Context: an optimization exercise on an open-source flow, tuned for small area, a short achievable clock period and few clock cycles per item. The choices shown serve that exercise and are no tape-out recipe. At most, simulation tests tie the RTL to the original design; equivalence was not proved. No functional check of the RTL was part of runs 1 to 3. Power figures rest on the tool's default switching activity, not on a simulated workload.

<file path="flow/flow/run.sh">
#!/bin/bash
# Own layout flow: the standard ORFS flow with two changes.
#  1. Synthesis is the standard one (synth_recipe.tcl, same passes, same
#     registers); only the ABC script that maps the combinational logic to
#     cells is replaced by flow/abc.script (area-oriented mapping without the
#     buffering/upsizing passes of ORFS's script; timing is repaired later by
#     the standard flow as usual).
#     Yosys's full-adder extraction is skipped too (ADDER_MAP_FILE empty), so
#     ABC maps the adders along with the rest.
#  2. Port buffers are the smallest buffer (buf_1) instead of ORFS's default
#     pick; every port still gets its buffer, and repair upsizes them as needed.
# Each step's full output goes to a log file in this folder (and ORFS's own
# logs under orfs/logs/).
set -euo pipefail
W=$(pwd)
rm -rf "$W/scripts_own"
cp -r "$FLOW_HOME/scripts" "$W/scripts_own"
cp "$W/flow/abc.script" "$W/scripts_own/abc_area.script"
cp "$W/flow/abc.script" "$W/scripts_own/abc_speed.script"
bash standard.sh SCRIPTS_DIR="$W/scripts_own" ADDER_MAP_FILE= synth > "$W/run_synth.log" 2>&1
bash standard.sh "BUFFER_PORTS_ARGS=-buffer_cell sky130_fd_sc_hd__buf_1" finish > "$W/run_layout.log" 2>&1
</file>
<file path="flow/flow/abc.script">
strash
ifraig
dc2
dc2
strash
&get -n
&dch -f
&nf -R 1000
&put
topo
</file>
<file path="flow/standard.sh">
#!/bin/bash
# synth_recipe.tcl (not shown) runs the flow's synth.tcl, then flattens the netlist and writes it again
# the make line also repeats each setting of config.mk as NAME=value (left out here)
make -C /OpenROAD-flow-scripts/flow DESIGN_CONFIG=/design/flow/config.mk WORK_HOME=/design/flow/orfs CLKGATE_MAP_FILE= SYNTH_SCRIPT=/design/flow/synth_recipe.tcl "${@:-finish}"
</file>
<file path="flow/config.mk">
export PLATFORM = sky130hd
export DESIGN_NAME = s8b_decoder
export DESIGN_NICKNAME = s8b_decoder
export VERILOG_FILES = /design/flow/design.v
export SDC_FILE = /design/flow/constraint.sdc
export NUM_CORES = 4
export LEC_CHECK = 0
export ABC_AREA = 1
export CAP_MARGIN = 20
export CORE_MARGIN = 2
export CORE_UTILIZATION = 55
export SETUP_SLACK_MARGIN = 3.8
export SLEW_MARGIN = 20
</file>
<file path="flow/constraint.sdc">
create_clock -name core_clock -period 7.5 [get_ports {clk}]
set_input_delay 1.5000 -clock core_clock [delete_from_list [all_inputs] [get_ports {clk}]]
set_output_delay 1.5000 -clock core_clock [all_outputs]
set_load 0.01 [all_outputs]
</file>
<file path="flow/design.v">
`timescale 1ns/1ps
module s8b_decoder (
    input  wire        clk,
    input  wire        rst,
    input  wire        in_valid,
    output wire        in_ready,
    input  wire [63:0] in_word,
    output wire        out_valid,
    input  wire        out_ready,
    output wire [31:0] out_data,
    output wire        out_last,
    output wire [5:0]  out_width,
    output wire        err
);
    function s8b_pen;
        input [3:0] s;
        input [5:0] sh;
        case (s)
            4'd2: s8b_pen = (sh == 6'd58);
            4'd3: s8b_pen = (sh == 6'd56);
            4'd4: s8b_pen = (sh == 6'd54);
            4'd5: s8b_pen = (sh == 6'd52);
            4'd6: s8b_pen = (sh == 6'd50);
            4'd7: s8b_pen = (sh == 6'd48);
            4'd8: s8b_pen = (sh == 6'd42);
            4'd9: s8b_pen = (sh == 6'd40);
            4'd10: s8b_pen = (sh == 6'd40);
            4'd11: s8b_pen = (sh == 6'd36);
            4'd12: s8b_pen = (sh == 6'd30);
            4'd13: s8b_pen = (sh == 6'd20);
            4'd14: s8b_pen = (sh == 6'd0);
            default: s8b_pen = 1'b0;
        endcase
    endfunction
    reg        ov;           
    reg [31:0] od;           
    reg        ol;           
    reg [3:0]  maxsel;       
    reg        err_r;
    reg        done_r;       
    reg        ht_r;         
    reg        first_r;      
    reg        last_r;       
    reg [5:0]  shamt;        
    reg [6:0]  pos;          
    wire [3:0] sel     = in_word[63:60];
    wire       sel_lo  = ~|sel[3:1];                     
    wire       sel_15  = &sel;
    wire       big     = |in_word[59:32];
    wire       bad_now = sel_lo || (sel_15 && big);      
    wire [3:0] sgt    = sel & ~maxsel;
    wire [3:0] seq    = ~(sel ^ maxsel);
    wire       sel_gt = sgt[3] | (seq[3] & (sgt[2] | (seq[2] & (sgt[1] | (seq[1] & sgt[0])))));
    wire can_load = !ov || out_ready;
    assign in_ready = ht_r || (can_load && last_r);
    wire take = in_valid && in_ready;
    wire adv  = can_load && in_valid && !ht_r;
    wire good = in_valid && !ht_r && !(first_r && bad_now);
    wire err_nx  = err_r || (take && (first_r || done_r) && bad_now);
    wire done_nx = (done_r && !take) || (adv && first_r && (sel_15 || sel_lo) && !take);
    reg [31:0] field;
    wire [38:0] lsh5;
    assign lsh5[0] = shamt[5] ? in_word[32] : in_word[0];
    assign lsh5[1] = shamt[5] ? in_word[33] : in_word[1];
    assign lsh5[2] = shamt[5] ? in_word[34] : in_word[2];
    assign lsh5[3] = shamt[5] ? in_word[35] : in_word[3];
    assign lsh5[4] = shamt[5] ? in_word[36] : in_word[4];
    assign lsh5[5] = shamt[5] ? in_word[37] : in_word[5];
    assign lsh5[6] = shamt[5] ? in_word[38] : in_word[6];
    assign lsh5[7] = shamt[5] ? in_word[39] : in_word[7];
    assign lsh5[8] = shamt[5] ? in_word[40] : in_word[8];
    assign lsh5[9] = shamt[5] ? in_word[41] : in_word[9];
    assign lsh5[10] = shamt[5] ? in_word[42] : in_word[10];
    assign lsh5[11] = shamt[5] ? in_word[43] : in_word[11];
    assign lsh5[12] = shamt[5] ? in_word[44] : in_word[12];
    assign lsh5[13] = shamt[5] ? in_word[45] : in_word[13];
    assign lsh5[14] = shamt[5] ? in_word[46] : in_word[14];
    assign lsh5[15] = shamt[5] ? in_word[47] : in_word[15];
    assign lsh5[16] = shamt[5] ? in_word[48] : in_word[16];
    assign lsh5[17] = shamt[5] ? in_word[49] : in_word[17];
    assign lsh5[18] = shamt[5] ? in_word[50] : in_word[18];
    assign lsh5[19] = shamt[5] ? in_word[51] : in_word[19];
    assign lsh5[20] = shamt[5] ? in_word[52] : in_word[20];
    assign lsh5[21] = shamt[5] ? in_word[53] : in_word[21];
    assign lsh5[22] = shamt[5] ? in_word[54] : in_word[22];
    assign lsh5[23] = shamt[5] ? in_word[55] : in_word[23];
    assign lsh5[24] = shamt[5] ? in_word[56] : in_word[24];
    assign lsh5[25] = shamt[5] ? in_word[57] : in_word[25];
    assign lsh5[26] = shamt[5] ? in_word[58] : in_word[26];
    assign lsh5[27] = shamt[5] ? in_word[59] : in_word[27];
    assign lsh5[28] = shamt[5] ? 1'b0 : in_word[28];
    assign lsh5[29] = shamt[5] ? 1'b0 : in_word[29];
    assign lsh5[30] = shamt[5] ? 1'b0 : in_word[30];
    assign lsh5[31] = shamt[5] ? 1'b0 : in_word[31];
    assign lsh5[32] = shamt[5] ? 1'b0 : in_word[32];
    assign lsh5[33] = shamt[5] ? 1'b0 : in_word[33];
    assign lsh5[34] = shamt[5] ? 1'b0 : in_word[34];
    assign lsh5[35] = shamt[5] ? 1'b0 : in_word[35];
    assign lsh5[36] = shamt[5] ? 1'b0 : in_word[36];
    assign lsh5[37] = shamt[5] ? 1'b0 : in_word[37];
    assign lsh5[38] = shamt[5] ? 1'b0 : in_word[38];
    wire [22:0] lsh4;
    assign lsh4[0] = shamt[4] ? lsh5[16] : lsh5[0];
    assign lsh4[1] = shamt[4] ? lsh5[17] : lsh5[1];
    assign lsh4[2] = shamt[4] ? lsh5[18] : lsh5[2];
    assign lsh4[3] = shamt[4] ? lsh5[19] : lsh5[3];
    assign lsh4[4] = shamt[4] ? lsh5[20] : lsh5[4];
    assign lsh4[5] = shamt[4] ? lsh5[21] : lsh5[5];
    assign lsh4[6] = shamt[4] ? lsh5[22] : lsh5[6];
    assign lsh4[7] = shamt[4] ? lsh5[23] : lsh5[7];
    assign lsh4[8] = shamt[4] ? lsh5[24] : lsh5[8];
    assign lsh4[9] = shamt[4] ? lsh5[25] : lsh5[9];
    assign lsh4[10] = shamt[4] ? lsh5[26] : lsh5[10];
    assign lsh4[11] = shamt[4] ? lsh5[27] : lsh5[11];
    assign lsh4[12] = shamt[4] ? lsh5[28] : lsh5[12];
    assign lsh4[13] = shamt[4] ? lsh5[29] : lsh5[13];
    assign lsh4[14] = shamt[4] ? lsh5[30] : lsh5[14];
    assign lsh4[15] = shamt[4] ? lsh5[31] : lsh5[15];
    assign lsh4[16] = shamt[4] ? lsh5[32] : lsh5[16];
    assign lsh4[17] = shamt[4] ? lsh5[33] : lsh5[17];
    assign lsh4[18] = shamt[4] ? lsh5[34] : lsh5[18];
    assign lsh4[19] = shamt[4] ? lsh5[35] : lsh5[19];
    assign lsh4[20] = shamt[4] ? lsh5[36] : lsh5[20];
    assign lsh4[21] = shamt[4] ? lsh5[37] : lsh5[21];
    assign lsh4[22] = shamt[4] ? lsh5[38] : lsh5[22];
    wire [14:0] lsh3;
    assign lsh3[0] = shamt[3] ? lsh4[8] : lsh4[0];
    assign lsh3[1] = shamt[3] ? lsh4[9] : lsh4[1];
    assign lsh3[2] = shamt[3] ? lsh4[10] : lsh4[2];
    assign lsh3[3] = shamt[3] ? lsh4[11] : lsh4[3];
    assign lsh3[4] = shamt[3] ? lsh4[12] : lsh4[4];
    assign lsh3[5] = shamt[3] ? lsh4[13] : lsh4[5];
    assign lsh3[6] = shamt[3] ? lsh4[14] : lsh4[6];
    assign lsh3[7] = shamt[3] ? lsh4[15] : lsh4[7];
    assign lsh3[8] = shamt[3] ? lsh4[16] : lsh4[8];
    assign lsh3[9] = shamt[3] ? lsh4[17] : lsh4[9];
    assign lsh3[10] = shamt[3] ? lsh4[18] : lsh4[10];
    assign lsh3[11] = shamt[3] ? lsh4[19] : lsh4[11];
    assign lsh3[12] = shamt[3] ? lsh4[20] : lsh4[12];
    assign lsh3[13] = shamt[3] ? lsh4[21] : lsh4[13];
    assign lsh3[14] = shamt[3] ? lsh4[22] : lsh4[14];
    wire [10:0] lsh2;
    assign lsh2[0] = shamt[2] ? lsh3[4] : lsh3[0];
    assign lsh2[1] = shamt[2] ? lsh3[5] : lsh3[1];
    assign lsh2[2] = shamt[2] ? lsh3[6] : lsh3[2];
    assign lsh2[3] = shamt[2] ? lsh3[7] : lsh3[3];
    assign lsh2[4] = shamt[2] ? lsh3[8] : lsh3[4];
    assign lsh2[5] = shamt[2] ? lsh3[9] : lsh3[5];
    assign lsh2[6] = shamt[2] ? lsh3[10] : lsh3[6];
    assign lsh2[7] = shamt[2] ? lsh3[11] : lsh3[7];
    assign lsh2[8] = shamt[2] ? lsh3[12] : lsh3[8];
    assign lsh2[9] = shamt[2] ? lsh3[13] : lsh3[9];
    assign lsh2[10] = shamt[2] ? lsh3[14] : lsh3[10];
    wire [8:0] lsh1;
    assign lsh1[0] = shamt[1] ? lsh2[2] : lsh2[0];
    assign lsh1[1] = shamt[1] ? lsh2[3] : lsh2[1];
    assign lsh1[2] = shamt[1] ? lsh2[4] : lsh2[2];
    assign lsh1[3] = shamt[1] ? lsh2[5] : lsh2[3];
    assign lsh1[4] = shamt[1] ? lsh2[6] : lsh2[4];
    assign lsh1[5] = shamt[1] ? lsh2[7] : lsh2[5];
    assign lsh1[6] = shamt[1] ? lsh2[8] : lsh2[6];
    assign lsh1[7] = shamt[1] ? lsh2[9] : lsh2[7];
    assign lsh1[8] = shamt[1] ? lsh2[10] : lsh2[8];
    wire [7:0] lsh0;
    assign lsh0[0] = shamt[0] ? lsh1[1] : lsh1[0];
    assign lsh0[1] = shamt[0] ? lsh1[2] : lsh1[1];
    assign lsh0[2] = shamt[0] ? lsh1[3] : lsh1[2];
    assign lsh0[3] = shamt[0] ? lsh1[4] : lsh1[3];
    assign lsh0[4] = shamt[0] ? lsh1[5] : lsh1[4];
    assign lsh0[5] = shamt[0] ? lsh1[6] : lsh1[5];
    assign lsh0[6] = shamt[0] ? lsh1[7] : lsh1[6];
    assign lsh0[7] = shamt[0] ? lsh1[8] : lsh1[7];
    always @(*) field[7:0] = lsh0[7:0];
    always @(*)
        case (shamt)
            6'd0: field[8] = in_word[8];
            6'd10: field[8] = in_word[18];
            6'd12: field[8] = in_word[20];
            6'd15: field[8] = in_word[23];
            6'd20: field[8] = in_word[28];
            6'd24: field[8] = in_word[32];
            6'd30: field[8] = in_word[38];
            6'd36: field[8] = in_word[44];
            6'd40: field[8] = in_word[48];
            6'd45: field[8] = in_word[53];
            6'd48: field[8] = in_word[56];
            6'd50: field[8] = in_word[58];
            default: field[8] = 1'b0;
        endcase
    always @(*)
        case (shamt)
            6'd0: field[9] = in_word[9];
            6'd10: field[9] = in_word[19];
            6'd12: field[9] = in_word[21];
            6'd15: field[9] = in_word[24];
            6'd20: field[9] = in_word[29];
            6'd24: field[9] = in_word[33];
            6'd30: field[9] = in_word[39];
            6'd36: field[9] = in_word[45];
            6'd40: field[9] = in_word[49];
            6'd45: field[9] = in_word[54];
            6'd48: field[9] = in_word[57];
            6'd50: field[9] = in_word[59];
            default: field[9] = 1'b0;
        endcase
    always @(*)
        case (shamt)
            6'd0: field[10] = in_word[10];
            6'd12: field[10] = in_word[22];
            6'd15: field[10] = in_word[25];
            6'd20: field[10] = in_word[30];
            6'd24: field[10] = in_word[34];
            6'd30: field[10] = in_word[40];
            6'd36: field[10] = in_word[46];
            6'd40: field[10] = in_word[50];
            6'd45: field[10] = in_word[55];
            6'd48: field[10] = in_word[58];
            default: field[10] = 1'b0;
        endcase
    always @(*)
        case (shamt)
            6'd0: field[11] = in_word[11];
            6'd12: field[11] = in_word[23];
            6'd15: field[11] = in_word[26];
            6'd20: field[11] = in_word[31];
            6'd24: field[11] = in_word[35];
            6'd30: field[11] = in_word[41];
            6'd36: field[11] = in_word[47];
            6'd40: field[11] = in_word[51];
            6'd45: field[11] = in_word[56];
            6'd48: field[11] = in_word[59];
            default: field[11] = 1'b0;
        endcase
    always @(*)
        case (shamt)
            6'd0: field[12] = in_word[12];
            6'd15: field[12] = in_word[27];
            6'd20: field[12] = in_word[32];
            6'd30: field[12] = in_word[42];
            6'd40: field[12] = in_word[52];
            6'd45: field[12] = in_word[57];
            default: field[12] = 1'b0;
        endcase
    always @(*)
        case (shamt)
            6'd0: field[13] = in_word[13];
            6'd15: field[13] = in_word[28];
            6'd20: field[13] = in_word[33];
            6'd30: field[13] = in_word[43];
            6'd40: field[13] = in_word[53];
            6'd45: field[13] = in_word[58];
            default: field[13] = 1'b0;
        endcase
    always @(*)
        case (shamt)
            6'd0: field[14] = in_word[14];
            6'd15: field[14] = in_word[29];
            6'd20: field[14] = in_word[34];
            6'd30: field[14] = in_word[44];
            6'd40: field[14] = in_word[54];
            6'd45: field[14] = in_word[59];
            default: field[14] = 1'b0;
        endcase
    always @(*)
        case (shamt)
            6'd0: field[15] = in_word[15];
            6'd20: field[15] = in_word[35];
            6'd30: field[15] = in_word[45];
            6'd40: field[15] = in_word[55];
            default: field[15] = 1'b0;
        endcase
    always @(*)
        case (shamt)
            6'd0: field[16] = in_word[16];
            6'd20: field[16] = in_word[36];
            6'd30: field[16] = in_word[46];
            6'd40: field[16] = in_word[56];
            default: field[16] = 1'b0;
        endcase
    always @(*)
        case (shamt)
            6'd0: field[17] = in_word[17];
            6'd20: field[17] = in_word[37];
            6'd30: field[17] = in_word[47];
            6'd40: field[17] = in_word[57];
            default: field[17] = 1'b0;
        endcase
    always @(*)
        case (shamt)
            6'd0: field[18] = in_word[18];
            6'd20: field[18] = in_word[38];
            6'd30: field[18] = in_word[48];
            6'd40: field[18] = in_word[58];
            default: field[18] = 1'b0;
        endcase
    always @(*)
        case (shamt)
            6'd0: field[19] = in_word[19];
            6'd20: field[19] = in_word[39];
            6'd30: field[19] = in_word[49];
            6'd40: field[19] = in_word[59];
            default: field[19] = 1'b0;
        endcase
    always @(*)
        case (shamt)
            6'd0: field[20] = in_word[20];
            6'd30: field[20] = in_word[50];
            default: field[20] = 1'b0;
        endcase
    always @(*)
        case (shamt)
            6'd0: field[21] = in_word[21];
            6'd30: field[21] = in_word[51];
            default: field[21] = 1'b0;
        endcase
    always @(*)
        case (shamt)
            6'd0: field[22] = in_word[22];
            6'd30: field[22] = in_word[52];
            default: field[22] = 1'b0;
        endcase
    always @(*)
        case (shamt)
            6'd0: field[23] = in_word[23];
            6'd30: field[23] = in_word[53];
            default: field[23] = 1'b0;
        endcase
    always @(*)
        case (shamt)
            6'd0: field[24] = in_word[24];
            6'd30: field[24] = in_word[54];
            default: field[24] = 1'b0;
        endcase
    always @(*)
        case (shamt)
            6'd0: field[25] = in_word[25];
            6'd30: field[25] = in_word[55];
            default: field[25] = 1'b0;
        endcase
    always @(*)
        case (shamt)
            6'd0: field[26] = in_word[26];
            6'd30: field[26] = in_word[56];
            default: field[26] = 1'b0;
        endcase
    always @(*)
        case (shamt)
            6'd0: field[27] = in_word[27];
            6'd30: field[27] = in_word[57];
            default: field[27] = 1'b0;
        endcase
    always @(*)
        case (shamt)
            6'd0: field[28] = in_word[28];
            6'd30: field[28] = in_word[58];
            default: field[28] = 1'b0;
        endcase
    always @(*)
        case (shamt)
            6'd0: field[29] = in_word[29];
            6'd30: field[29] = in_word[59];
            default: field[29] = 1'b0;
        endcase
    always @(*) field[30] = in_word[30];
    always @(*) field[31] = in_word[31];
    wire [5:0] b =
        (sel == 4'd2) ? 6'd1 :
        (sel == 4'd3) ? 6'd2 :
        (sel == 4'd4) ? 6'd3 :
        (sel == 4'd5) ? 6'd4 :
        (sel == 4'd6) ? 6'd5 :
        (sel == 4'd7) ? 6'd6 :
        (sel == 4'd8) ? 6'd7 :
        (sel == 4'd9) ? 6'd8 :
        (sel == 4'd10) ? 6'd10 :
        (sel == 4'd11) ? 6'd12 :
        (sel == 4'd12) ? 6'd15 :
        (sel == 4'd13) ? 6'd20 :
        (sel == 4'd14) ? 6'd30 :
        6'd60;
    wire [31:0] mask;
    assign mask[0] = (sel[3] | (sel[2] | sel[1]));    
    assign mask[1] = (sel[3] | (sel[2] | (sel[1] & sel[0])));    
    assign mask[2] = (sel[3] | sel[2]);    
    assign mask[3] = (sel[3] | (sel[2] & (sel[1] | sel[0])));    
    assign mask[4] = (sel[3] | (sel[2] & sel[1]));    
    assign mask[5] = (sel[3] | (sel[2] & (sel[1] & sel[0])));    
    assign mask[6] = sel[3];    
    assign mask[7] = (sel[3] & (sel[2] | (sel[1] | sel[0])));    
    assign mask[8] = (sel[3] & (sel[2] | sel[1]));    
    assign mask[9] = (sel[3] & (sel[2] | sel[1]));    
    assign mask[10] = (sel[3] & (sel[2] | (sel[1] & sel[0])));    
    assign mask[11] = (sel[3] & (sel[2] | (sel[1] & sel[0])));    
    assign mask[12] = (sel[3] & sel[2]);    
    assign mask[13] = (sel[3] & sel[2]);    
    assign mask[14] = (sel[3] & sel[2]);    
    assign mask[15] = (sel[3] & (sel[2] & (sel[1] | sel[0])));    
    assign mask[16] = (sel[3] & (sel[2] & (sel[1] | sel[0])));    
    assign mask[17] = (sel[3] & (sel[2] & (sel[1] | sel[0])));    
    assign mask[18] = (sel[3] & (sel[2] & (sel[1] | sel[0])));    
    assign mask[19] = (sel[3] & (sel[2] & (sel[1] | sel[0])));    
    assign mask[20] = (sel[3] & (sel[2] & sel[1]));    
    assign mask[21] = (sel[3] & (sel[2] & sel[1]));    
    assign mask[22] = (sel[3] & (sel[2] & sel[1]));    
    assign mask[23] = (sel[3] & (sel[2] & sel[1]));    
    assign mask[24] = (sel[3] & (sel[2] & sel[1]));    
    assign mask[25] = (sel[3] & (sel[2] & sel[1]));    
    assign mask[26] = (sel[3] & (sel[2] & sel[1]));    
    assign mask[27] = (sel[3] & (sel[2] & sel[1]));    
    assign mask[28] = (sel[3] & (sel[2] & sel[1]));    
    assign mask[29] = (sel[3] & (sel[2] & sel[1]));    
    assign mask[30] = (sel[3] & (sel[2] & (sel[1] & sel[0])));    
    assign mask[31] = (sel[3] & (sel[2] & (sel[1] & sel[0])));    
    wire [31:0] value = field & mask;
    wire [5:0] wdec =
        (maxsel == 4'd2) ? 6'd1 :
        (maxsel == 4'd3) ? 6'd2 :
        (maxsel == 4'd4) ? 6'd3 :
        (maxsel == 4'd5) ? 6'd4 :
        (maxsel == 4'd6) ? 6'd5 :
        (maxsel == 4'd7) ? 6'd6 :
        (maxsel == 4'd8) ? 6'd7 :
        (maxsel == 4'd9) ? 6'd8 :
        (maxsel == 4'd10) ? 6'd10 :
        (maxsel == 4'd11) ? 6'd12 :
        (maxsel == 4'd12) ? 6'd15 :
        (maxsel == 4'd13) ? 6'd20 :
        (maxsel == 4'd14) ? 6'd30 :
        6'd60;
    wire [5:0] sh_nx  = shamt + b;
    wire       pen_nx = s8b_pen(sel, shamt);
    assign out_valid = ov;
    assign out_data  = od;
    assign out_last  = ol;
    assign out_width = wdec;
    assign err       = err_r;
    always @(posedge clk) begin
        if (can_load)
            od <= value;
        if (adv) begin
            ol     <= (pos == 7'd127);
            maxsel <= (pos == 7'd0 || sel_gt) ? sel : maxsel;
        end
    end
    always @(posedge clk) begin
        if (rst) begin
            ov      <= 1'b0;
            err_r   <= 1'b0;
            done_r  <= 1'b0;
            ht_r    <= 1'b0;
            first_r <= 1'b1;
            last_r  <= 1'b0;
            shamt   <= 6'd0;
            pos     <= 7'd0;
        end else begin
            err_r  <= err_nx;
            done_r <= done_nx;
            ht_r   <= err_nx || done_nx;
            if (can_load)
                ov <= good;
            if (adv)
                pos <= pos + 7'd1;
            if (take) begin
                first_r <= 1'b1;
                shamt   <= 6'd0;
            end else if (adv) begin
                first_r <= 1'b0;
                shamt   <= sh_nx;
            end
            if (adv)
                last_r <= (pos == 7'd126) || (!take && pen_nx);
        end
    end
endmodule
</file>
==> results of run 1 <==
==> cell type report <==
class / instances / area share (%)
Inverter: 10 / 1.05
Sequential cell: 56 / 30.6
Tap cell: 80 / 2.05
Multi-Input combinational cell: 394 / 48.8
Clock inverter: 2 / 0.796
Timing Repair Buffer: 145 / 15.1
Clock buffer: 6 / 1.49
==> registers in the layout, indices dropped and copies added (netlist names) <==
register / cells
pos: 7
err_r: 1
od: 32
ov: 1
first_r: 1
last_r: 1
ht_r: 1
ol: 1
done_r: 1
maxsel: 4
shamt: 6
==> worst max path at each step <==
stage                            from                     to  slack, ns  depth (start not counted)
after floorplan           in_word[61]  shamt[5]$_SDFFE_PP0P_       3.65                         14
after global placement    in_word[63]  shamt[5]$_SDFFE_PP0P_       2.99                         15
after detailed placement  in_word[63]  shamt[5]$_SDFFE_PP0P_       2.86                         15
after CTS                 in_word[61]  shamt[5]$_SDFFE_PP0P_       3.62                         15
after global routing      in_word[60]  shamt[5]$_SDFFE_PP0P_       3.57                         15
final                     in_word[60]  shamt[5]$_SDFFE_PP0P_       3.63                         15
==> cells by family after synthesis <==
kind of cell | after synthesis | share of synthesized area (%)
fa+ha+maj | 3 | 0.784
simple gates | 190 | 22.8
flops | 56 | 38.9
xor+xnor | 9 | 2.06
buf+inv | 10 | 0.980
compound gates | 179 | 31.3
mux | 12 | 3.20
==> layer usage <==
| metal | share of wire (%) | global-route usage [%] |
|---|---|---|
| met4 | 6.6 | 14.4 |
| met1 | 37 | 53.9 |
| met3 | 14 | 9.86 |
| met5 | 0 | 0 |
| met2 | 42 | 59.4 |
==> where the power goes <==
group / total [mW] / leakage (nW) / switching [mW] / internal (mW)
sequential: 0.405 / 0.574 / 0.0353 / 0.370
clock: 0.205 / 0.0558 / 0.104 / 0.101
combinational: 0.416 / 1.06 / 0.263 / 0.153
total: 1.03 / 1.69 / 0.403 / 0.624
==> Yosys cell counts (all sizes together) <==
cell type,n,area (um2)
mux2i,10,100
xor2,2,17.5
edfxtp,37,1110
nor3b,1,7.51
a21o,2,15.0
nand3,12,60.1
o21bai,1,7.51
nand4,4,25.0
clkinv,10,37.5
a21oi,39,195
nand2b,8,50.1
a221o,1,10.0
or2,4,25.0
a32oi,7,61.3
o22ai,5,31.3
a31oi,6,37.5
mux2,2,22.5
o22a,2,17.5
a21boi,1,7.51
o21a,3,22.5
a22oi,40,300
dfxtp,19,380
nor2b,6,37.5
maj3,3,30.0
a221oi,11,96.3
a22o,2,17.5
nand3b,2,15.0
nor4,12,75.1
xnor2,7,61.3
nor2,60,225
a222oi,6,60.1
o211ai,6,45.0
and2,3,18.8
o21ai,34,170
o31ai,2,15.0
a32o,1,10.0
a211oi,8,60.1
or3,1,6.26
and3,9,56.3
nand2,55,206
nor3,13,65.1
a311oi,1,8.76
o2111ai,1,8.76
==> per-stage QoR <==
stage | total power [mW] | cell area (um2) | cells | hold slack [ns]
global placement | 0.773 | 4420 | 655 | 0.467
CTS | 0.988 | 4680 | 680 | 0.514
detailed placement | 0.777 | 4420 | 655 | 0.489
floorplan | 0.639 | 3850 | 459 | 0.450
finish | 1.03 | 4870 | 693 | 0.515
global route | 1.07 | 4870 | 693 | 0.545
==> worst max-delay path, cell delays in order <==
cell and delay (ns):
buf_12 0.11, or2_4 0.25, a21oi_4 0.14, a21boi_4 0.24, nor2_4 0.06, xnor2_2 0.14, nand3_1 0.12, nand2_1 0.09
maj3_2 0.32, maj3_2 0.32, maj3_2 0.34, a21oi_2 0.14, a21oi_2 0.06, xnor2_1 0.16, nor2_1 0.07
==> timing repair <==
item	in CTS	in global routing
pin swaps	4	8
resized for setup	11	20
setup buffers	16	12
gates cloned	1	1
endpoints found under the setup margin	3	9
hold buffers	0	0
==> key figures, run 1 <==
Status
  • Status: no timing/DRC/antenna violations

Finish
  • Diode count: 0
  • Layout Utilization: 72.1%
  • Layout cells sized above 1: 11.1%
  • Most frequent cells in the layout: 105 x buf_1, 58 x nor2_1, 55 x nand2_1
  • Fill cells: 570
  • Multi-input gate area: 2380 um2
  • Layout Nets: 680
  • Area Growth Syn to Fin: 27.2%
  • Most common cell after layout, fill and taps aside: buf_1
  • Sequential Area: 1490 um2

Hold path
  • WHS Endpoint: first_r$_SDFFE_PP1P_
  • HP Start: first_r$_SDFFE_PP1P_
  • Worst Hold Depth: 1
  • Worst min-delay path class: reg2reg

Yosys
  • Mean Syn Cell Area: 8.35 um2
  • Post-synthesis cell type count: 43
  • Net Count, Synth: 527
  • Synth Cell Area: 3830 um2
  • Flop and latch count out of synthesis: 56
  • Syn. warnings: 1
  • Post-Syn Instances: 459
  • Seq/Total Area, Yosys: 38.9%

Global route
  • Largest net degree at the start of global routing: 24
  • Number of global-route vias before repair: 4373
  • GRT Total Usage: 39.1%
  • Initial antenna violation count: 0
  • Gr ovfl total: 0
  • First-pass GRT wire length: 22900 um

Floorplan
  • Die area: 7650 um2
  • Die Height: 87.5 um
  • # rows: 30
  • Initial Util: 56.7%
  • Core area: 6760 um2
  • Io pins: 110
  • Die X: 87.5 um

Timing
  • Worst Slack Setup Final: 3.63 ns
  • Worst Tran Pin Value: 1.25 ns
  • Final setup fails: 0
  • Min Tclk post-route: 3.87 ns
  • Final Skew: 0.0121 ns
  • Tcrit/Tclk final: 51.6%
  • Total negative slack: 0 ns
  • Final hold violation count: 0
  • Relative slew margins: 16.2%
  • Final Max Tran Viols: 0
  • Peak Freq: 259 MHz
  • RSZ-0062 raised after global routing: true

Critical path
  • Reg-to-reg slack, setup: 4.03 ns
  • R2R depth: 7
  • Setup CP Type: in2reg
  • Critical Path RT: 7.71 ns
  • Worst Path Max Fanout: 8
  • Crit. End Element: flop
  • CP Launch Type: primary input
  • CP Data Arrival Time: 4.07 ns
  • RR Startpoint: shamt[3]$_SDFFE_PP0P_
  • Reg2reg end: od[11]$_DFFE_PN_

Clock tree
  • Clock-pin slew on the worst setup and hold paths: 0.10 ns
  • CTS tree: done
  • # H-tree levels: 2
  • Clock sink total: 56
  • Cts bufs inserted: 5
  • Clk buf depth: 2
  • Clock Root Buffer: clkbuf_8
  • Clock Latency Late Sink: 0.32 ns

Place
  • Port-buffer cells: 109
  • GPL Wtd Cong: 1.03
  • Post-DP HPWL: 10300 um
  • Pre-CTS WS: 2.86 ns

Route
  • DRT Pass-1 Iters: 9
  • DRT Wirelength: 15300 um
  • WL per Instance: 22.1 um
  • Drt drc: 0
  • DR vias/cell: 7.16
  • DR iter-0 viols: 891
  • Via count: 4960
  • Detail Route Antenna Nets: 0

Run
  • Maxcap violations: 0

Pwr
  • Leak pwr: 1.69 nW
  • Pwr Density: 211 nW/um2
  • VDD IR-drop max: 0.110 mV
==> run 2: changes to the inputs <==
--- a/flow/design.v
+++ b/flow/design.v
@@ -38,4 +38,5 @@
     reg [3:0]  maxsel;       
     reg        err_r;
+    reg        bad_r;        
     reg        done_r;       
     reg        ht_r;         
@@ -57,6 +58,7 @@
     wire adv  = can_load && in_valid && !ht_r;
     wire good = in_valid && !ht_r && !(first_r && bad_now);
-    wire err_nx  = err_r || (take && (first_r || done_r) && bad_now);
-    wire done_nx = (done_r && !take) || (adv && first_r && (sel_15 || sel_lo) && !take);
+    wire err_nx  = err_r || (take && (bad_r || (first_r && bad_now)));
+    wire bad_nx  = bad_r || (adv && first_r && bad_now && !take);
+    wire done_nx = (done_r && !take) || (adv && first_r && sel_15 && !take);
     reg [31:0] field;
     wire [38:0] lsh5;
@@ -428,6 +430,24 @@
         (maxsel == 4'd14) ? 6'd30 :
         6'd60;
-    wire [5:0] sh_nx  = shamt + b;
-    wire       pen_nx = s8b_pen(sel, shamt);
+    reg  [3:0] sel_r;
+    always @(posedge clk)
+        if (adv) sel_r <= sel;
+    wire [5:0] b_r =
+        (sel_r == 4'd2) ? 6'd1 :
+        (sel_r == 4'd3) ? 6'd2 :
+        (sel_r == 4'd4) ? 6'd3 :
+        (sel_r == 4'd5) ? 6'd4 :
+        (sel_r == 4'd6) ? 6'd5 :
+        (sel_r == 4'd7) ? 6'd6 :
+        (sel_r == 4'd8) ? 6'd7 :
+        (sel_r == 4'd9) ? 6'd8 :
+        (sel_r == 4'd10) ? 6'd10 :
+        (sel_r == 4'd11) ? 6'd12 :
+        (sel_r == 4'd12) ? 6'd15 :
+        (sel_r == 4'd13) ? 6'd20 :
+        (sel_r == 4'd14) ? 6'd30 :
+        6'd60;
+    wire [5:0] sh_nx  = first_r ? b : shamt + b_r;
+    wire       pen_nx = first_r ? (sel == 4'd14) : s8b_pen(sel_r, shamt);
     assign out_valid = ov;
     assign out_data  = od;
@@ -447,4 +467,5 @@
             ov      <= 1'b0;
             err_r   <= 1'b0;
+            bad_r   <= 1'b0;
             done_r  <= 1'b0;
             ht_r    <= 1'b0;
@@ -455,6 +476,7 @@
         end else begin
             err_r  <= err_nx;
+            bad_r  <= bad_nx;
             done_r <= done_nx;
-            ht_r   <= err_nx || done_nx;
+            ht_r   <= err_nx || bad_nx || done_nx;
             if (can_load)
                 ov <= good;
--- a/flow/config.mk
+++ b/flow/config.mk
@@ -10,4 +10,4 @@
 export CORE_MARGIN = 2
 export CORE_UTILIZATION = 55
-export SETUP_SLACK_MARGIN = 3.8
+export SETUP_SLACK_MARGIN = 4.0
 export SLEW_MARGIN = 20
==> key figures, run 2 <==
Finish
  • Diode count: 0 (unchanged)
  • Layout cells sized above 1: 6.39% (was 11.1%)
  • Area Growth Syn to Fin: 21.1% (was 27.2%)
  • Most common cell after layout, fill and taps aside: buf_1 (unchanged)
  • Registers with the most flip-flops: od (32), pos (7), shamt (6) (unchanged)
  • Most frequent cells in the layout: 104 x buf_1, 70 x nand2_1, 59 x nor2_1 (was 105 x buf_1, 58 x nor2_1, 55 x nand2_1)
  • Max FFs per register: 32 (unchanged)
  • Layout Nets: 705 (was 680)
  • Fill cells: 655 (was 570)
  • Largest Register: od (unchanged)

Global route
  • First-pass GRT wire length: 23500 um (was 22900 um)
  • Met2 Use GR: 55.9% (was 59.4%)
  • Met3 usage: 8.68% (was 9.86%)
  • Gr ovfl total: 0 (unchanged)
  • Busiest grt layer: met2 (unchanged)
  • Number of global-route vias before repair: 4527 (was 4373)
  • GR Layer Usage met1: 49.4% (was 53.9%)
  • GRT Total Usage: 36.1% (was 39.1%)
  • Largest net degree at the start of global routing: 27 (was 24)
  • Initial antenna violation count: 0 (unchanged)

Yosys
  • Mean Syn Cell Area: 8.23 um2 (was 8.35 um2)
  • Seq/Total Area, Yosys: 39.3% (was 38.9%)
  • Post-synth top area share: 29.6% (was 29.0%)
  • Primary FF master, synth: edfxtp_1 (unchanged)
  • Synth area leader: edfxtp_1 (unchanged)
  • Synth top cells by count: 70 x nand2_1, 59 x nor2_1, 51 x a21oi_1 (was 60 x nor2_1, 55 x nand2_1, 40 x a22oi_1)
  • Post-synthesis cell type count: 47 (was 43)
  • Syn. warnings: 1 (unchanged)
  • Synth Cell Area: 4150 um2 (was 3830 um2)
  • Cell with the most instances after synthesis: nand2_1 (was nor2_1)
  • EDFF count, synth: 41 (was 37)
  • Net Count, Synth: 573 (was 527)
  • Ranking of synthesized cells by area: edfxtp_1 30%, dfxtp_1 9.6%, a22oi_1 6.3%, nand2_1 6.3%, a21oi_1 6.1% (was edfxtp_1 29%, dfxtp_1 9.9%, a22oi_1 7.8%, nor2_1 5.9%, nand2_1 5.4%)
  • Flop and latch count out of synthesis: 61 (was 56)
  • Async set-reset flop share out of synthesis: 0% (unchanged)
  • Post-Syn Instances: 505 (was 459)

Pwr
  • Switching Power: 0.422 mW (was 0.403 mW)
  • VDD IR-drop max: 0.0992 mV (was 0.110 mV)
  • Pint: 0.681 mW (was 0.624 mW)
  • Pwr Density: 219 nW/um2 (was 211 nW/um2)
  • Leak pwr: 1.73 nW (was 1.69 nW)
  • Switch share: 38.2% (was 39.2%)
  • Logic pwr share: 34.1% (was 40.5%)
  • Clock power frac: 25.6% (was 20.0%)
  • Seq pwr share: 40.3% (was 39.5%)

Floorplan
  • Io pins: 110 (unchanged)
  • Die area: 8260 um2 (was 7650 um2)
  • Die X: 90.9 um (was 87.5 um)
  • Die Height: 90.9 um (was 87.5 um)
  • # rows: 31 (was 30)
  • Core area: 7290 um2 (was 6760 um2)
  • Initial Util: 57.0% (was 56.7%)

Hold path
  • WHS Endpoint: done_r$_SDFF_PP0_ (was first_r$_SDFFE_PP1P_)
  • Worst Hold Depth: 1 (unchanged)
  • HP Start: done_r$_SDFF_PP0_ (was first_r$_SDFFE_PP1P_)
  • Worst min-delay path class: reg2reg (unchanged)

Timing
  • Min Tclk post-route: 3.56 ns (was 3.87 ns)
  • Total negative slack: 0 ns (unchanged)
  • Final setup fails: 0 (unchanged)
  • Worst Tran Pin Value: 0.748 ns (was 1.25 ns)
  • Hold_ws: 0.474 ns (was 0.515 ns)
  • Final hold violation count: 0 (unchanged)
  • Peak Freq: 281 MHz (was 259 MHz)
  • Final Skew: 0.0142 ns (was 0.0121 ns)
  • RSZ-0062 raised after global routing: true (unchanged)
  • Relative slew margins: 50.1% (was 16.2%)
  • Final Max Tran Viols: 0 (unchanged)
  • Tcrit/Tclk final: 47.5% (was 51.6%)

Critical path
  • CP Data Arrival Time: 2.06 ns (was 4.07 ns)
  • Reg-to-reg slack, setup: 4.34 ns (was 4.03 ns)
  • Reg2reg end: last_r$_SDFFE_PP0P_ (was od[11]$_DFFE_PN_)
  • Worst Path Max Fanout: 2 (was 8)
  • R2R depth: 11 (was 7)
  • Slowest Stage Delay on Critical Path: 0.15 ns (was 0.34 ns)
  • Crit. End Element: output port (was flop)
  • CP Launch Type: primary input (unchanged)
  • Setup CP Type: in2out (was in2reg)
  • Cells along the critical path: buf_8, nand2b_4, a21oi_4, clkinv_2, buf_6 (was buf_12, or2_4, a21oi_4, a21boi_4, nor2_4, xnor2_2, nand3_1, nand2_1, maj3_2, maj3_2, maj3_2, a21oi_2, a21oi_2, xnor2_1, nor2_1)
  • RR Startpoint: shamt[4]$_SDFFE_PP0P_ (was shamt[3]$_SDFFE_PP0P_)
  • WP buf/inv: 3 (was 1)
  • Critical Path RT: 6.00 ns (was 7.71 ns)
  • Critical path's top delay family: buffers and inverters (was adder cells)
  • CP max stage cell: nand2b_4 (was maj3_2)

Route
  • DRT Pass-1 Iters: 9 (unchanged)
  • Drt drc: 0 (unchanged)
  • WL per Instance: 20.3 um (was 22.1 um)
  • DR iter-0 viols: 595 (was 891)
  • Via count: 5006 (was 4960)
  • DR vias/cell: 6.76 (was 7.16)
  • Detail Route Antenna Nets: 0 (unchanged)
  • DRT Wirelength: 15100 um (was 15300 um)

Clock tree
  • Clk buf depth: 2 (unchanged)
  • Cts bufs inserted: 9 (was 5)
  • Clock sink total: 61 (was 56)
  • Hold buffer count at cts: 0 (unchanged)
  • # H-tree levels: 3 (was 2)
  • CTS tree: done (unchanged)
  • Clock-pin slew on the worst setup and hold paths: 0.06 ns (was 0.10 ns)
  • Clock Latency Late Sink: 0.34 ns (was 0.32 ns)
  • Clock Root Buffer: clkbuf_8 (unchanged)

Place
  • Post-DP HPWL: 10800 um (was 10300 um)
  • GPL Wtd Cong: 1.01 (was 1.03)
  • Port-buffer cells: 109 (unchanged)

Status
  • Status: no timing/DRC/antenna violations (unchanged)

Run
  • Maxcap violations: 0 (unchanged)
==> run 2: kinds of logic after synthesis <==
| group | after synthesis | share of synthesized area [%] |
|---|---|---|
| flip-flops | 61 | 39.3 |
| adder cells (fa/ha/maj) | 1 | 0.241 |
| XOR/XNOR | 9 | 1.90 |
| AO/OA/AOI/OAI | 206 | 32.7 |
| buffers and inverters | 13 | 1.17 |
| AND/OR/NAND/NOR | 207 | 22.7 |
| multiplexers | 8 | 1.99 |
==> run 2: metrics by stage <==
stage | total power, mW | std cells | utilization [%] | setup slack (ns) | instance area (um2)
global route | 1.15 | 741 | 69.0 | 3.91 | 5030
global placement | 0.799 | 721 | 65.3 | 3.59 | 4760
finish | 1.10 | 741 | 69.0 | 3.94 | 5030
detailed placement | 0.802 | 721 | 65.3 | 3.57 | 4760
CTS | 1.09 | 741 | 68.7 | 3.94 | 5010
floorplan | 0.668 | 505 | - | 3.88 | 4170
==> run 2: timing repair <==
| item | 4_1_cts | 5_1_grt |
|---|---|---|
| gates cloned | 1 | 0 |
| pin swaps | 1 | 0 |
| setup buffers | 3 | 0 |
| setup endpoints to repair | 3 | 14 |
| gates resized for setup | 7 | 10 |
==> run 2: cell type report <==
class	instances	area (um2)	area share, %
clock buffer	10	149	2.96
clock inverter	6	42.5	0.846
inverter	13	55.1	1.09
multi-input combinational	432	2510	50.0
sequential	61	1630	32.5
tap	99	124	2.46
timing repair buffer	120	514	10.2
==> run 2: how the worst max path moves through the flow <==
stage,start,slack [ns],depth (start not counted),end
3_3_place_gp,out_ready,3.59,5,in_ready
3_5_place_dp,out_ready,3.57,5,in_ready
4_1_cts,out_ready,3.94,5,in_ready
5_1_grt,out_ready,3.91,5,in_ready
2_1_floorplan,out_ready,3.88,3,in_ready
6_report,out_ready,3.94,5,in_ready
==> run 2: power groups by stage <==
stage	Sequential, mW	Combinational (mW)	Clock, mW
6_report	0.444	0.376	0.282
5_1_grt	0.449	0.406	0.296
4_1_cts	0.442	0.361	0.284
3_5_place_dp	0.449	0.354	0
3_3_place_gp	0.447	0.352	0
2_1_floorplan	0.459	0.209	0
==> run 2: metal layers <==
metal	wire length (um)	vias up
li1	-	2269
met1	5910	2262
met2	6600	410
met3	1940	65
met5	0	-
met4	615	0
==> run 3: changes to the inputs <==
--- a/flow/design.v
+++ b/flow/design.v
@@ -38,5 +38,4 @@
     reg [3:0]  maxsel;       
     reg        err_r;
-    reg        bad_r;        
     reg        done_r;       
     reg        ht_r;         
@@ -54,11 +53,11 @@
     wire       sel_gt = sgt[3] | (seq[3] & (sgt[2] | (seq[2] & (sgt[1] | (seq[1] & sgt[0])))));
     wire can_load = !ov || out_ready;
-    assign in_ready = ht_r || (can_load && last_r);
+    wire rd_ok = first_r || iv_r;
+    assign in_ready = ht_r || (can_load && last_r && rd_ok);
     wire take = in_valid && in_ready;
-    wire adv  = can_load && in_valid && !ht_r;
-    wire good = in_valid && !ht_r && !(first_r && bad_now);
-    wire err_nx  = err_r || (take && (bad_r || (first_r && bad_now)));
-    wire bad_nx  = bad_r || (adv && first_r && bad_now && !take);
-    wire done_nx = (done_r && !take) || (adv && first_r && sel_15 && !take);
+    wire adv  = can_load && in_valid && !ht_r && rd_ok;
+    wire good = in_valid && !ht_r && rd_ok && !(first_r && bad_now);
+    wire err_nx  = err_r || (take && (first_r || done_r) && bad_now);
+    wire done_nx = (done_r && !take) || (adv && first_r && (sel_15 || sel_lo) && !take);
     reg [31:0] field;
     wire [38:0] lsh5;
@@ -431,6 +430,9 @@
         6'd60;
     reg  [3:0] sel_r;
-    always @(posedge clk)
-        if (adv) sel_r <= sel;
+    reg        iv_r;
+    always @(posedge clk) begin
+        sel_r <= sel;
+        iv_r  <= in_valid;
+    end
     wire [5:0] b_r =
         (sel_r == 4'd2) ? 6'd1 :
@@ -467,5 +469,4 @@
             ov      <= 1'b0;
             err_r   <= 1'b0;
-            bad_r   <= 1'b0;
             done_r  <= 1'b0;
             ht_r    <= 1'b0;
@@ -476,7 +477,6 @@
         end else begin
             err_r  <= err_nx;
-            bad_r  <= bad_nx;
             done_r <= done_nx;
-            ht_r   <= err_nx || bad_nx || done_nx;
+            ht_r   <= err_nx || done_nx;
             if (can_load)
                 ov <= good;
==> key figures, run 3 <==
Status
  • Status: no timing/DRC/antenna violations (unchanged)

Yosys
  • Adder and majority gate portion of the synthesized area: 0.735% (was 0.241%)
  • Synth Area in Simple Gates: 20.9% (was 22.7%)
  • Mean Syn Cell Area: 8.47 um2 (was 8.23 um2)
  • Synth area leader: edfxtp_1 (unchanged)
  • Cell with the most instances after synthesis: nor2_1 (was nand2_1)
  • Synth Cell Area: 4080 um2 (was 4150 um2)
  • Main combinational cell family by area after synthesis: compound AO/OA/AOI/OAI gates (unchanged)
  • Flop and latch count out of synthesis: 61 (unchanged)
  • Syn. warnings: 1 (unchanged)
  • EDFF count, synth: 37 (was 41)
  • Post-synth top area share: 27.2% (was 29.6%)
  • Mux cell area share after synthesis: 2.97% (was 1.99%)
  • Net Count, Synth: 550 (was 573)
  • Async set-reset flop share out of synthesis: 0% (unchanged)
  • Post-Syn Instances: 482 (was 505)
  • Post-synthesis compound-gate area fraction: 33.0% (was 32.7%)
  • Seq/Total Area, Yosys: 39.0% (was 39.3%)
  • Synth top cells by count: 61 x nor2_1, 54 x a21oi_1, 44 x nand2_1 (was 70 x nand2_1, 59 x nor2_1, 51 x a21oi_1)
  • Primary FF master, synth: edfxtp_1 (unchanged)
  • Post-synthesis cell type count: 48 (was 47)
  • Fraction of synthesized cell area in xor and xnor cells: 2.14% (was 1.90%)
  • Ranking of synthesized cells by area: edfxtp_1 27%, dfxtp_1 12%, a21oi_1 6.6%, a22oi_1 5.9%, nor2_1 5.6% (was edfxtp_1 30%, dfxtp_1 9.6%, a22oi_1 6.3%, nand2_1 6.3%, a21oi_1 6.1%)

Finish
  • Layout cells sized above 1: 6.45% (was 6.39%)
  • Layout Utilization: 68.4% (was 69.0%)
  • Multi-input gate area: 2470 um2 (was 2510 um2)
  • Most common cell after layout, fill and taps aside: buf_1 (unchanged)
  • Area Growth Syn to Fin: 20.8% (was 21.1%)
  • Layout Nets: 683 (was 705)
  • Largest Register: od (unchanged)
  • Max FFs per register: 32 (unchanged)
  • Diode count: 0 (unchanged)
  • Sequential Area: 1590 um2 (was 1630 um2)
  • Registers with the most flip-flops: od (32), pos (7), shamt (6) (unchanged)
  • Fill cells: 605 (was 655)
  • Most frequent cells in the layout: 106 x buf_1, 61 x nor2_1, 53 x a21oi_1 (was 104 x buf_1, 70 x nand2_1, 59 x nor2_1)

Run
  • Maxcap violations: 0 (unchanged)

Clock tree
  • Clock Latency Late Sink: 0.35 ns (was 0.34 ns)
  • Clock-pin slew on the worst setup and hold paths: 0.08 ns (was 0.06 ns)
  • # H-tree levels: 3 (unchanged)
  • CTS tree: done (unchanged)
  • Clk buf depth: 2 (unchanged)
  • Clock Root Buffer: clkbuf_8 (unchanged)
  • Hold buffer count at cts: 0 (unchanged)
  • Cts bufs inserted: 9 (unchanged)
  • Clock sink total: 61 (unchanged)

Route
  • DRT Pass-1 Iters: 7 (was 9)
  • Via count: 4942 (was 5006)
  • Detail Route Antenna Nets: 0 (unchanged)
  • DR vias/cell: 6.87 (was 6.76)
  • DR iter-0 viols: 667 (was 595)
  • Drt drc: 0 (unchanged)
  • WL per Instance: 20.5 um (was 20.3 um)
  • DRT Wirelength: 14700 um (was 15100 um)

Global route
  • Initial antenna violation count: 0 (unchanged)
  • First-pass GRT wire length: 23100 um (was 23500 um)
  • Gr ovfl total: 0 (unchanged)
  • Largest net degree at the start of global routing: 28 (was 27)
  • GRT Total Usage: 35.9% (was 36.1%)
  • Number of global-route vias before repair: 4384 (was 4527)

Critical path
  • Reg-to-reg slack, setup: 4.04 ns (was 4.34 ns)
  • Worst Path Max Fanout: 2 (unchanged)
  • CP Launch Type: primary input (unchanged)
  • RR Startpoint: shamt[5]$_SDFFE_PP0P_ (was shamt[4]$_SDFFE_PP0P_)
  • Worst setup path startpoint: out_ready (unchanged)
  • CP Capture Point: in_ready (unchanged)
  • R2R depth: 12 (was 11)
  • Setup CP Type: in2out (unchanged)
  • Crit. End Element: output port (unchanged)
  • Critical Path RT: 6.00 ns (about the same)
  • CP Data Arrival Time: 2.14 ns (was 2.06 ns)
  • Reg2reg end: od[7]$_DFFE_PN_ (was last_r$_SDFFE_PP0P_)

Timing
  • Final Skew: 0.0139 ns (was 0.0142 ns)
  • Final Max Tran Viols: 0 (unchanged)
  • Worst Tran Pin Value: 1.08 ns (was 0.748 ns)
  • Peak Freq: 275 MHz (was 281 MHz)
  • Relative slew margins: 28.1% (was 50.1%)
  • Tcrit/Tclk final: 48.6% (was 47.5%)
  • Total negative slack: 0 ns (unchanged)
  • Min Tclk post-route: 3.64 ns (was 3.56 ns)
  • Final hold violation count: 0 (unchanged)
  • RSZ-0062 raised after global routing: true (unchanged)
  • Final setup fails: 0 (unchanged)

Place
  • Post-DP HPWL: 10600 um (was 10800 um)
  • GPL Wtd Cong: 0.975 (was 1.01)
  • Port-buffer cells: 109 (unchanged)

Pwr
  • VDD IR-drop max: 0.126 mV (was 0.0992 mV)
  • Pwr Density: 216 nW/um2 (was 219 nW/um2)
  • Leak pwr: 1.66 nW (was 1.73 nW)
  • Total power: 1.07 mW (was 1.10 mW)

Hold path
  • HP Start: done_r$_SDFF_PP0_ (unchanged)
  • Worst min-delay path class: reg2reg (unchanged)

Floorplan
  • Core area: 7210 um2 (was 7290 um2)
  • Io pins: 110 (unchanged)
  • Die area: 8130 um2 (was 8260 um2)
  • # rows: 31 (unchanged)
  • Initial Util: 56.6% (was 57.0%)
  • Die Height: 90.2 um (was 90.9 um)
  • Die X: 90.2 um (was 90.9 um)
-- run 3: worst max-delay path, cell delays in order --
cell and delay, ns:
buf_6 0.09, nand2b_4 0.13, o21a_1 0.12, a21oi_2 0.13, inv_2 0.05, buf_6 0.11
-- run 3: cell families after synthesis --
group / Yosys count
AOI/OAI and AO/OA: 200
DFF: 61
buffers and inverters: 14
muxes: 12
adders and majority gates: 3
xor gates and xnor gates: 10
and+or+nand+nor: 182
-- run 3: worst min-delay path by stage --
stage	endpoint	slack, ns	cells after the start
4_1_cts	done_r$_SDFF_PP0_	0.48	2
2_1_floorplan	done_r$_SDFF_PP0_	0.43	2
6_report	done_r$_SDFF_PP0_	0.48	2
3_3_place_gp	done_r$_SDFF_PP0_	0.46	2
3_5_place_dp	done_r$_SDFF_PP0_	0.46	2
5_1_grt	done_r$_SDFF_PP0_	0.53	2
-- run 3: power by group --
group | leakage (nW) | switching [mW] | total (mW) | internal [mW]
clock | 0.0933 | 0.146 | 0.267 | 0.121
sequential | 0.615 | 0.0427 | 0.444 | 0.401
combinational | 0.955 | 0.225 | 0.356 | 0.132
-- run 3: final cells by class --
class / instances / share of cell area [%]
multi-input cells: 408 / 50.2
flip-flops and latches: 61 / 32.3
repair buffers: 121 / 10.4
clock buffers: 9 / 2.51
well taps: 99 / 2.51
inverters: 14 / 1.09
clock inverters: 7 / 1.01
-- run 3: per-stage QoR --
stage | std cells | instance area, um2 | hold slack [ns] | setup WS [ns]
finish | 719 | 4930 | 0.483 | 3.86
global route | 719 | 4930 | 0.526 | 3.83
CTS | 717 | 4900 | 0.478 | 3.79
detailed placement | 697 | 4690 | 0.465 | 3.50
global placement | 697 | 4680 | 0.460 | 3.53
floorplan | 482 | 4090 | 0.433 | 3.78
-- run 3: routing by layer --
metal	global-route usage, %	routed length (um)
met1	49.2	5830
met3	10.5	2000
met4	14.5	718
met2	53.5	6200
met5	0	0
-- run 3: timing repair --
item                       4_1_cts  5_1_grt
gates resized for setup          3        7
buffers inserted                 3        2
gates cloned                     1        0
pin swaps                        1        1
setup endpoints to repair        5       13
==> run 4: changes to the inputs <==
--- a/flow/design.v
+++ b/flow/design.v
@@ -54,5 +54,6 @@
     wire can_load = !ov || out_ready;
     wire rd_ok = first_r || iv_r;
-    assign in_ready = ht_r || (can_load && last_r && rd_ok);
+    reg ra_r, r3_r;
+    assign in_ready = ra_r || (r3_r && out_ready);
     wire take = in_valid && in_ready;
     wire adv  = can_load && in_valid && !ht_r && rd_ok;
@@ -465,4 +466,17 @@
         end
     end
+    wire ov_nx    = can_load ? good : ov;
+    wire first_nx = take || (first_r && !adv);
+    wire last_nx  = adv ? ((pos == 7'd126) || (!take && pen_nx)) : last_r;
+    wire lr_nx    = last_nx && (first_nx || in_valid);
+    always @(posedge clk) begin
+        if (rst) begin
+            ra_r <= 1'b0;
+            r3_r <= 1'b0;
+        end else begin
+            ra_r <= err_nx || done_nx || (lr_nx && !ov_nx);
+            r3_r <= lr_nx && ov_nx;
+        end
+    end
     always @(posedge clk) begin
         if (rst) begin
==> key figures, run 4 <==
Status
  • Status: no timing/DRC/antenna violations (unchanged)

Timing
  • Worst Tran Pin Value: 0.897 ns (was 1.08 ns)
  • Total negative slack: 0 ns (unchanged)
  • Final setup fails: 0 (unchanged)
  • Final Skew: 0.0115 ns (was 0.0139 ns)
  • Min Tclk post-route: 3.40 ns (was 3.64 ns)
  • Relative slew margins: 40.1% (was 28.1%)
  • Final Max Tran Viols: 0 (unchanged)
  • Peak Freq: 294 MHz (was 275 MHz)
  • RSZ-0062 raised after global routing: true (unchanged)
  • Hold_ws: 0.501 ns (was 0.483 ns)
  • Tcrit/Tclk final: 45.3% (was 48.6%)
  • Final hold violation count: 0 (unchanged)

Global route
  • Met3 usage: 8.46% (was 10.5%)
  • Met2 Use GR: 54.4% (was 53.5%)
  • Busiest grt layer: met2 (unchanged)
  • Number of global-route vias before repair: 4480 (was 4384)
  • GRT Total Usage: 36.3% (was 35.9%)
  • First-pass GRT wire length: 23500 um (was 23100 um)
  • Largest net degree at the start of global routing: 33 (was 28)
  • GR Layer Usage met1: 49.9% (was 49.2%)
  • Gr ovfl total: 0 (unchanged)
  • Initial antenna violation count: 0 (unchanged)

Pwr
  • Leak pwr: 1.62 nW (was 1.66 nW)
  • Total power: 1.09 mW (was 1.07 mW)
  • Seq pwr share: 42.2% (was 41.6%)
  • Pint: 0.667 mW (was 0.653 mW)
  • Switch share: 38.9% (was 38.8%)
  • Clock power frac: 24.0% (was 25.0%)
  • VDD IR-drop max: 0.118 mV (was 0.126 mV)
  • Switching Power: 0.424 mW (was 0.414 mW)
  • Logic pwr share: 33.8% (was 33.4%)
  • Pwr Density: 222 nW/um2 (was 216 nW/um2)

Hold path
  • WHS Endpoint: err_r$_SDFF_PP0_ (was done_r$_SDFF_PP0_)
  • HP Start: err_r$_SDFF_PP0_ (was done_r$_SDFF_PP0_)
  • Worst min-delay path class: reg2reg (unchanged)
  • Worst Hold Depth: 2 (unchanged)

Floorplan
  • Die Height: 91.0 um (was 90.2 um)
  • Die area: 8280 um2 (was 8130 um2)
  • Initial Util: 57.1% (was 56.6%)
  • # rows: 31 (unchanged)
  • Io pins: 110 (unchanged)
  • Core area: 7290 um2 (was 7210 um2)
  • Die X: 91.0 um (was 90.2 um)

Yosys
  • EDFF count, synth: 37 (unchanged)
  • Ranking of synthesized cells by area: edfxtp_1 27%, dfxtp_1 13%, a22oi_1 6.7%, nor2_1 5.4%, a21oi_1 5.3% (was edfxtp_1 27%, dfxtp_1 12%, a21oi_1 6.6%, a22oi_1 5.9%, nor2_1 5.6%)
  • Post-synthesis cell type count: 49 (was 48)
  • Net Count, Synth: 560 (was 550)
  • Async set-reset flop share out of synthesis: 0% (unchanged)
  • Post-synth top area share: 26.7% (was 27.2%)
  • Synth Cell Area: 4160 um2 (was 4080 um2)
  • Primary FF master, synth: edfxtp_1 (unchanged)
  • Synth top cells by count: 60 x nor2_1, 46 x nand2_1, 44 x a21oi_1 (was 61 x nor2_1, 54 x a21oi_1, 44 x nand2_1)
  • Cell with the most instances after synthesis: nor2_1 (unchanged)
  • Mean Syn Cell Area: 8.46 um2 (was 8.47 um2)
  • Syn. warnings: 1 (unchanged)
  • Flop and latch count out of synthesis: 63 (was 61)
  • Seq/Total Area, Yosys: 39.2% (was 39.0%)
  • Synth area leader: edfxtp_1 (unchanged)
  • Post-Syn Instances: 492 (was 482)

Finish
  • Most frequent cells in the layout: 107 x buf_1, 60 x nor2_1, 46 x nand2_1 (was 106 x buf_1, 61 x nor2_1, 53 x a21oi_1)
  • Diode count: 0 (unchanged)
  • Largest Register: od (unchanged)
  • Layout Nets: 685 (was 683)
  • Area Growth Syn to Fin: 18.3% (was 20.8%)
  • Max FFs per register: 32 (unchanged)
  • Layout cells sized above 1: 4.34% (was 6.45%)
  • Registers with the most flip-flops: od (32), pos (7), shamt (6) (unchanged)
  • Fin area: 4920 um2 (was 4930 um2)
  • Most common cell after layout, fill and taps aside: buf_1 (unchanged)

Route
  • Detail Route Antenna Nets: 0 (unchanged)
  • Drt drc: 0 (unchanged)
  • DRT Wirelength: 15100 um (was 14700 um)
  • Via count: 4903 (was 4942)
  • DRT Pass-1 Iters: 6 (was 7)
  • WL per Instance: 21.0 um (was 20.5 um)
  • DR iter-0 viols: 764 (was 667)
  • DR vias/cell: 6.80 (was 6.87)

Critical path
  • Crit. End Element: flop (was output port)
  • CP Launch Type: flop (was primary input)
  • Critical Path RT: 7.60 ns (was 6.00 ns)
  • Reg2reg end: od[6]$_DFFE_PN_ (was od[7]$_DFFE_PN_)
  • CP Data Arrival Time: 3.50 ns (was 2.14 ns)
  • Worst setup path startpoint: shamt[5]$_SDFFE_PP0P_ (was out_ready)
  • RR Startpoint: shamt[5]$_SDFFE_PP0P_ (unchanged)
  • Setup CP Type: reg2reg (was in2out)
  • R2R depth: 11 (was 12)
  • Worst Path Max Fanout: 16 (was 2)
  • Reg-to-reg slack, setup: 4.10 ns (was 4.04 ns)

Clock tree
  • Clock-pin slew on the worst setup and hold paths: 0.07 ns (was 0.08 ns)
  • Cts bufs inserted: 9 (unchanged)
  • # H-tree levels: 3 (unchanged)
  • Clock Root Buffer: clkbuf_8 (unchanged)
  • Clk buf depth: 2 (unchanged)
  • Clock Latency Late Sink: 0.36 ns (was 0.35 ns)
  • CTS tree: done (unchanged)
  • Clock sink total: 63 (was 61)

Place
  • GPL Wtd Cong: 1.02 (was 0.975)
  • Placed cell area: 4740 um2 (was 4690 um2)
  • Post-DP HPWL: 11200 um (was 10600 um)
  • Port-buffer cells: 109 (unchanged)

Run
  • Maxcap violations: 0 (unchanged)
run 4: cell count changes after synthesis, sizes merged, moves of 5 or more:
cell / change
o21ai: +8
a221oi: +8
nor2b: +7
a22oi: +5
a21oi: -10
run 4: worst max-delay path, cell delays in order (launching register included):
cell     delay, ns
dfxtp_1       0.86
nor2_1        0.40
buf_4         0.30
a22oi_1       0.20
and3_1        0.22
nor2_1        0.05
a21oi_1       0.31
o22ai_1       0.12
o21ai_0       0.20
o21ai_0       0.19
a21oi_1       0.22
nor2_1        0.06
run 4: routing by layer:
metal  vias up  share of wire [%]
li1       2215                  -
met1      2230                 41
met2       390                 43
met3        68                 12
met4         0                3.7
met5         -                  0
run 4: stage by stage:
step | std cells | setup slack (ns) | utilization, %
after detailed placement | 705 | 3.88 | 65.0
after floorplan | 492 | 4.30 | -
final | 721 | 4.10 | 67.5
after global placement | 705 | 3.98 | 65.0
after CTS | 721 | 4.14 | 67.2
after global routing | 721 | 4.00 | 67.5
run 4: logic make-up (layout without fill, tap and decap cells):
logic type | Yosys count | count (layout) | share of synthesized area (%)
AOI/OAI and AO/OA | 202 | 202 | 32.7
and+or+nand+nor | 193 | 193 | 22.2
DFF | 63 | 63 | 39.2
buffers and inverters | 13 | 143 | 1.17
xor gates and xnor gates | 10 | 10 | 2.11
muxes | 8 | 8 | 1.95
adders and majority gates | 3 | 3 | 0.722
run 4: cell type report:
type / count / area [um2]
multi-input combinational: 416 / 2500
timing repair buffer: 114 / 449
clock inverter: 5 / 35.0
sequential: 63 / 1640
inverter: 13 / 48.8
fill: 650 / 2370
tap: 99 / 124
clock buffer: 11 / 131
run 4: repair_timing:
action | in CTS | in global routing
gates resized for setup | 0 | 6
hold buffers | 0 | 0
endpoints found under the setup margin | 0 | 11
buffers inserted | 0 | 0
run 4: how the worst max path moves through the flow:
stage                          end  slack (ns)  cells past startpoint
3_3_place_gp   pos[6]$_SDFFE_PP0P_        3.98                      8
3_5_place_dp   maxsel[2]$_DFFE_PP_        3.88                      6
5_1_grt            ra_r$_SDFF_PP0_        4.00                     11
6_report           od[6]$_DFFE_PN_        4.10                     11
4_1_cts                   in_ready        4.14                      3
2_1_floorplan  pos[6]$_SDFFE_PP0P_        4.30                      7
run 4: power by group through the flow:
stage / Sequential [mW] / Clock [mW] / Combinational, mW
after floorplan: 0.471 / 0 / 0.208
after global placement: 0.463 / 0 / 0.348
after detailed placement: 0.466 / 0 / 0.352
after CTS: 0.458 / 0.265 / 0.353
after global routing: 0.465 / 0.279 / 0.396
final: 0.460 / 0.262 / 0.369
Testbench counts of run 4, summed over its fixed seeds: cycles 25,005, items 24,576.
==> run 5: changes to the inputs <==
--- a/flow/config.mk
+++ b/flow/config.mk
@@ -10,4 +10,4 @@
 export CORE_MARGIN = 2
 export CORE_UTILIZATION = 55
-export SETUP_SLACK_MARGIN = 4.0
+export SETUP_SLACK_MARGIN = 4.2
 export SLEW_MARGIN = 20
==> key figures, run 5 <==
Critical path
  • CP Data Arrival Time: 1.86 ns (was 3.50 ns)
  • RR Startpoint: shamt[0]$_SDFFE_PP0P_ (was shamt[5]$_SDFFE_PP0P_)
  • Critical Path RT: 6.00 ns (was 7.60 ns)
  • CP max stage cell: a21o_1 (was dfxtp_1)
  • Cells along the critical path: buf_1, a21o_1, clkbuf_2 (was nor2_1, buf_4, a22oi_1, and3_1, nor2_1, a21oi_1, o22ai_1, o21ai_0, o21ai_0, a21oi_1, nor2_1)
  • CP Launch Type: primary input (was flop)

Timing
  • Final Max Tran Viols: 0 (unchanged)
  • Hold_ws: 0.501 ns (about the same)
  • Final Skew: 0.0126 ns (was 0.0115 ns)
  • Final hold violation count: 0 (unchanged)

Place
  • Port-buffer cells: 109 (unchanged)
  • Placed cell area: 4740 um2 (unchanged)
  • Post-Place Cells: 705 (unchanged)

Floorplan
  • Die Height: 91.0 um (unchanged)
  • Initial Util: 57.1% (unchanged)
  • Die area: 8280 um2 (unchanged)

Clock tree
  • Clock Root Buffer: clkbuf_8 (unchanged)
  • # H-tree levels: 3 (unchanged)
  • Setup Buffers After CTS: 0 (unchanged)
  • CTS tree: done (unchanged)
  • Cts bufs inserted: 9 (unchanged)

Finish
  • Diode count: 0 (unchanged)
  • Area Growth Syn to Fin: 18.6% (was 18.3%)
  • Multi-input gate area: 2500 um2 (about the same)
  • Registers with the most flip-flops: od (32), pos (7), shamt (6) (unchanged)
  • Layout Utilization: 67.7% (was 67.5%)
  • Non-Filler Instances: 721 (unchanged)
  • Sequential Area: 1640 um2 (about the same)
  • Layout Nets: 685 (unchanged)

Run
  • Maxcap violations: 0 (unchanged)

Route
  • DR vias/cell: 6.83 (was 6.80)
  • WL per Instance: 21.0 um (about the same)
  • DR iter-0 viols: 687 (was 764)
  • DRT Pass-1 Iters: 7 (was 6)

Yosys
  • Primary FF master, synth: edfxtp_1 (unchanged)
  • Synth area leader: edfxtp_1 (unchanged)
  • Synth Area in Simple Gates: 22.2% (unchanged)
  • Fraction of synthesized cell area in xor and xnor cells: 2.11% (unchanged)
  • Main combinational cell family by area after synthesis: compound AO/OA/AOI/OAI gates (unchanged)
  • Seq/Total Area, Yosys: 39.2% (unchanged)
  • Mux cell area share after synthesis: 1.95% (unchanged)
  • Net Count, Synth: 560 (unchanged)
  • Post-synthesis cell type count: 49 (unchanged)
  • Post-synthesis compound-gate area fraction: 32.7% (unchanged)
  • Synth top cells by count: 60 x nor2_1, 46 x nand2_1, 44 x a21oi_1 (unchanged)

Status
  • Status: no timing/DRC/antenna violations (unchanged)

Pwr
  • Total power: 1.10 mW (was 1.09 mW)

Global route
  • GRT Total Usage: 36.3% (unchanged)
  • Gr ovfl total: 0 (unchanged)
## run 5: cell counts after synthesis
No cell type changed its count.
## run 5: layout make-up
class	count	share of cell area, %
clock buffers	11	2.66
clock inverters	5	0.710
inverters	13	0.989
multi-input cells	416	50.7
flip-flops and latches	63	33.2
well taps	99	2.51
repair buffers	114	9.18
## run 5: repair_timing
item,CTS,global route
endpoints found under the setup margin,1,20
gates cloned,0,0
hold endpoints to repair,0,0
gates resized for setup,0,13
## run 5: per-layer routing
metal | track usage, % | part of all wire (%)
met1 | 49.9 | 40
met2 | 54.4 | 43
met3 | 8.46 | 13
met4 | 16.5 | 3.7
met5 | 0 | 0
## run 5: report_power, final
part	internal, mW	total (mW)	leakage [nW]	switching [mW]
Sequential	0.415	0.461	0.632	0.0451
Combinational	0.133	0.370	0.921	0.237
Clock	0.120	0.265	0.0833	0.145
Total	0.668	1.10	1.64	0.428
## run 5: logic make-up (layout without fill, tap and decap cells)
logic type / count (synthesis) / after routing
compound gates: 202 / 202
simple gates: 193 / 193
buf+inv: 13 / 143
mux: 8 / 8
flops: 63 / 63
fa+ha+maj: 3 / 3
xor+xnor: 10 / 10
## run 5: worst paths after layout
kind / depth (start not counted) / slack (ns) / end
worst max-delay path: 3 / 4.14 / in_ready
worst max register to register: 14 / 4.32 / ra_r$_SDFF_PP0_
worst min-delay path: 2 / 0.50 / err_r$_SDFF_PP0_
worst min register to register: 2 / 0.50 / err_r$_SDFF_PP0_
## run 5: critical path, delay by kind of cell
| family | cells | cell delay, ns |
|---|---|---|
| buffers and inverters | 2 | 0.20 |
| AO/OA/AOI/OAI | 1 | 0.16 |

## port drivers added, routing unchanged
In the flow no input, the clock included, has a driving cell. The finished layouts below were timed again as built, in two steps. Step 1 assumes that a clkbuf_16 drives the clock port and a buf_2 every other input. Step 2 also shifts input and output timing later by t, the mid clock arrival at the registers, as if the neighbouring blocks saw the same clock. Three values: no drivers, after step 1, after step 2; two values: the first two.
| run | t, ns | setup WS [ns] |
|---|---|---|
| run 1 | 0.342 | 3.632 / 3.584 / 3.242 |
| run 2 | 0.369 | 3.941 / 3.901 / 3.725 |
| run 3 | 0.380 | 3.858 / 3.825 / 3.797 |
| run 4 | 0.382 | 4.101 / 4.101 / 3.791 |
| run 5 | 0.379 | 4.140 / 4.120 / 3.991 |
After both steps every run listed still meets setup and hold.
